Background: an optimization exercise with open tools, aiming at small area, a short achievable clock period and few clock cycles. Do not read the settings as production practice. Only simulation tests tie the RTL to the original design; equivalence was not proved. Power and IR drop assume default switching activity.

alpha:
Design pissoff_det, start of the top module:
module pissoff_det (
    input  wire        clk,
    input  wire        rst,           
    input  wire        cmd_valid,
    output wire        cmd_ready,
    input  wire [31:0] cmd_data,
    input  wire        cmd_timer,     
    output reg         rsp_valid,
    output wire [31:0] rsp_data,
    output wire [3:0]  rsp_fault,
    output reg         adc_req,
    input  wire        adc_valid,
    input  wire [9:0]  adc_data,
    output reg         emit,
    output reg         ind
);
For scale: about 1,000 cells after synthesis, ~8900 um^2 of cells after synthesis.
Settings: LEC_CHECK=0, CAP_MARGIN=20, CORE_MARGIN=2, CORE_UTILIZATION=40, CTS_BUF_LIST=sky130_fd_sc_hd__clkbuf_8, SLEW_MARGIN=20; clock period 55.0 ns.
standard.sh (not shown) runs the stock make flow with config.mk's settings and CLKGATE_MAP_FILE= SYNTH_SCRIPT=/design/flow/synth_recipe.tcl, a recipe that flattens the netlist after the stock synthesis.
==> flow/flow/run.sh <==
#!/bin/bash
set -euo pipefail
here=$PWD
R=$here/orfs/results/sky130hd/pissoff_det/base
LIB=$FLOW_HOME/platforms/sky130hd/lib/sky130_fd_sc_hd__tt_025C_1v80.lib
EXTRA=(
  "BUFFER_PORTS_ARGS=-buffer_cell sky130_fd_sc_hd__buf_1"
  "SETUP_SLACK_MARGIN=42.95"
  "SETUP_MOVE_SEQUENCE=sizeup"
  "CTS_ARGS=-sink_clustering_enable -repair_clock_nets -buf_list sky130_fd_sc_hd__clkbuf_8 -dont_use_dummy_load"
)
bash standard.sh "${EXTRA[@]}" synth > flow_synth.log 2>&1

cp "$R/1_2_yosys.v" "$here/std_netlist.v"
sed -e "s#@LIB@#$LIB#g" -e "s#@IN@#$here/std_netlist.v#g" -e "s#@OUT@#$here/reopt_netlist.v#g" \
    -e "s#@ABC@#$here/flow/area.abc#g" flow/reopt.ys > reopt_run.ys
# keep the re-mapped netlist only if Yosys proves it equivalent to the
# standard one (flip-flops paired by instance name)
if yosys -s reopt_run.ys > flow_reopt.log 2>&1 &&
   sed -e "s#@LIB@#$LIB#g" -e "s#@IN@#$here/std_netlist.v#g" -e "s#@OUT@#$here/reopt_netlist.v#g" \
       flow/equiv.ys > equiv_run.ys &&
   yosys -s equiv_run.ys > flow_equiv.log 2>&1; then
  cp "$here/reopt_netlist.v" "$R/1_2_yosys.v"
  rm -f "$R/1_synth.odb" "$R/1_synth.sdc"
fi

bash standard.sh "${EXTRA[@]}" finish > flow_finish.log 2>&1
Other scripts of this flow, unchanged in this note and not shown: flow/flow/area.abc, flow/flow/equiv.ys, flow/flow/reopt.ys
Testbench counts of alpha, summed over its fixed seeds: cycles 267,872.
Relative to alpha, the following input files were edited for beta:
--- a/flow/design.v
+++ b/flow/design.v
@@ -139,21 +139,24 @@
     wire [9:0]  ovs     = acc[13:4];
     wire [9:0]  df;
     wire        dnb;                                  
     wire        dneg    = !dnb;
     wire [9:0]  ad      = df ^ {10{dneg}};
     wire [13:0] dsum_sum;
     wire [12:0] bsum_sum;
-    pd_add #(14) u_acc  (.a((sc == 4'd0) ? 14'd0 : acc), .b({4'd0, sr}), .ci(1'b0),
-                         .s(acc_sum), .co());
+    wire        e_b  = og && (ph == 2'd1);            
+    wire        e_d  = og && (ph != 2'd1);            
+    pd_add #(14) u_acc  (.a((sv && sc == 4'd0) ? 14'd0 : acc), .b({4'd0, sv ? sr : 10'd0}),
+                         .ci(1'b0), .s(acc_sum), .co());
     pd_add #(10) u_df   (.a(ovs), .b(~sprev), .ci(1'b1), .s(df), .co(dnb));
-    pd_add #(14) u_dsum (.a(((ph == 2'd2) && (iv == 3'd0)) ? 14'd0 : dsum), .b({4'd0, ad}),
-                         .ci(dneg), .s(dsum_sum), .co());
-    pd_add #(13) u_bsum (.a((iv == 3'd0) ? 13'd0 : bsum), .b({3'd0, ovs}), .ci(1'b0),
-                         .s(bsum_sum), .co());
+    pd_add #(14) u_dsum (.a((e_d && (ph == 2'd2) && (iv == 3'd0)) ? 14'd0 : dsum),
+                         .b({4'd0, e_d ? ad : 10'd0}), .ci(e_d && dneg),
+                         .s(dsum_sum), .co());
+    pd_add #(13) u_bsum (.a((e_b && (iv == 3'd0)) ? 13'd0 : bsum), .b({3'd0, e_b ? ovs : 10'd0}),
+                         .ci(1'b0), .s(bsum_sum), .co());
     wire [9:0]  A    = dsum[13:4];                    
     wire [9:0]  head = ~bsum[12:3];                   
     wire [9:0]  dvs  = {head[9:1], head[0] | (bsum[12:3] == 10'h3FF)};
     wire kwin  = sv && run && (iv == 3'd7);
     wire kload = kwin && (ph == 2'd1) && (sc == 4'd1);
     wire kmul  = kwin && (ph == 2'd1) && (sc >= 4'd2) && (sc <= 4'd11);
     wire kdiv  = kwin && (ph == 2'd2) && (sc <= 4'd9);
@@ -238,20 +241,18 @@
             ph <= 2'd0;
             iv <= 3'd0;
         end else if (adv) begin
             sc <= sc + 4'd1;
             ph <= ph_n;
             if (iv_inc) iv <= iv + 3'd1;
         end
-        if (sv) acc <= acc_sum;
-        if (og) begin
-            if (ph == 2'd1) bsum <= bsum_sum;
-            if (ph != 2'd1) dsum <= dsum_sum;
-            if (ph != 2'd0) sprev <= ovs;
-        end
+        acc  <= acc_sum;
+        bsum <= bsum_sum;
+        dsum <= dsum_sum;
+        if (og && (ph != 2'd0)) sprev <= ovs;
         W <= W_next;
         if (take) begin
             emit <= (ph_k1 == 2'd1) && (kind != K_AVG);
             if (last16 && ((kind == K_AVG) ||
                            ((ph == 2'd2) && (iv == 3'd7) && !keep_sampling)))
                 adc_req <= 1'b0;
         end
--- outcome ---
- Final cell count without fillers in beta vs alpha: up 2.7%
- Higher synthesized cell count goes to beta over alpha.
- Global-route usage over all layers in beta is 1.3 points higher than in alpha
- Re sequential fraction of total cell area: alpha was higher than beta.
- Compared with alpha, beta degrades post-layout minimum cycle time.
- beta ends up with a routed wire length that is 570 um higher than in alpha.
- NOTE die area alpha->beta decreased by a few percent
- beta vs alpha on effective utilization at floorplan: beta is the higher one.
- Final antenna-violating net count came out exactly the same in alpha and beta.
- On area used by multi-input combinational logic, the higher figure sits with beta, not alpha.
- beta against alpha: proportion of power drawn by the clock network now sits lower; total power now sits higher; area used by sequential logic in the layout now sits lower; critical-path maximum fanout now sits higher.
Testbench counts of beta, summed over its fixed seeds: cycles 267,872.

-- re-timing with driven ports --
How much do the figures lean on ideal ports? The routed layouts below were timed once more, with nothing changed but the port constraints. Step 1 (the two cells are an assumption about what drives the block):
set clk [get_ports {clk}]
set_driving_cell -lib_cell sky130_fd_sc_hd__clkbuf_16 $clk
set_driving_cell -lib_cell sky130_fd_sc_hd__buf_2 [delete_from_list [all_inputs] $clk]
Step 2 also shifts input and output timing later by t, the mid clock arrival at the registers, as if the neighbouring blocks saw the same clock. Three values: ideal ports, drivers, drivers and shift; two values: the first two.
run	t, ns	setup slack, ns	worst register clock-pin slew, ns	pins driven straight from the clock port
alpha	0.489	42.971 / 42.930 / 42.703	0.09 / 0.09	1
beta	0.486	42.932 / 42.890 / 42.688	0.09 / 0.09	1
After both steps every run listed still meets setup and hold. For alpha, which loses most, drivers alone change the setup slack by -0.041 ns; drivers and shift together by -0.268 ns.
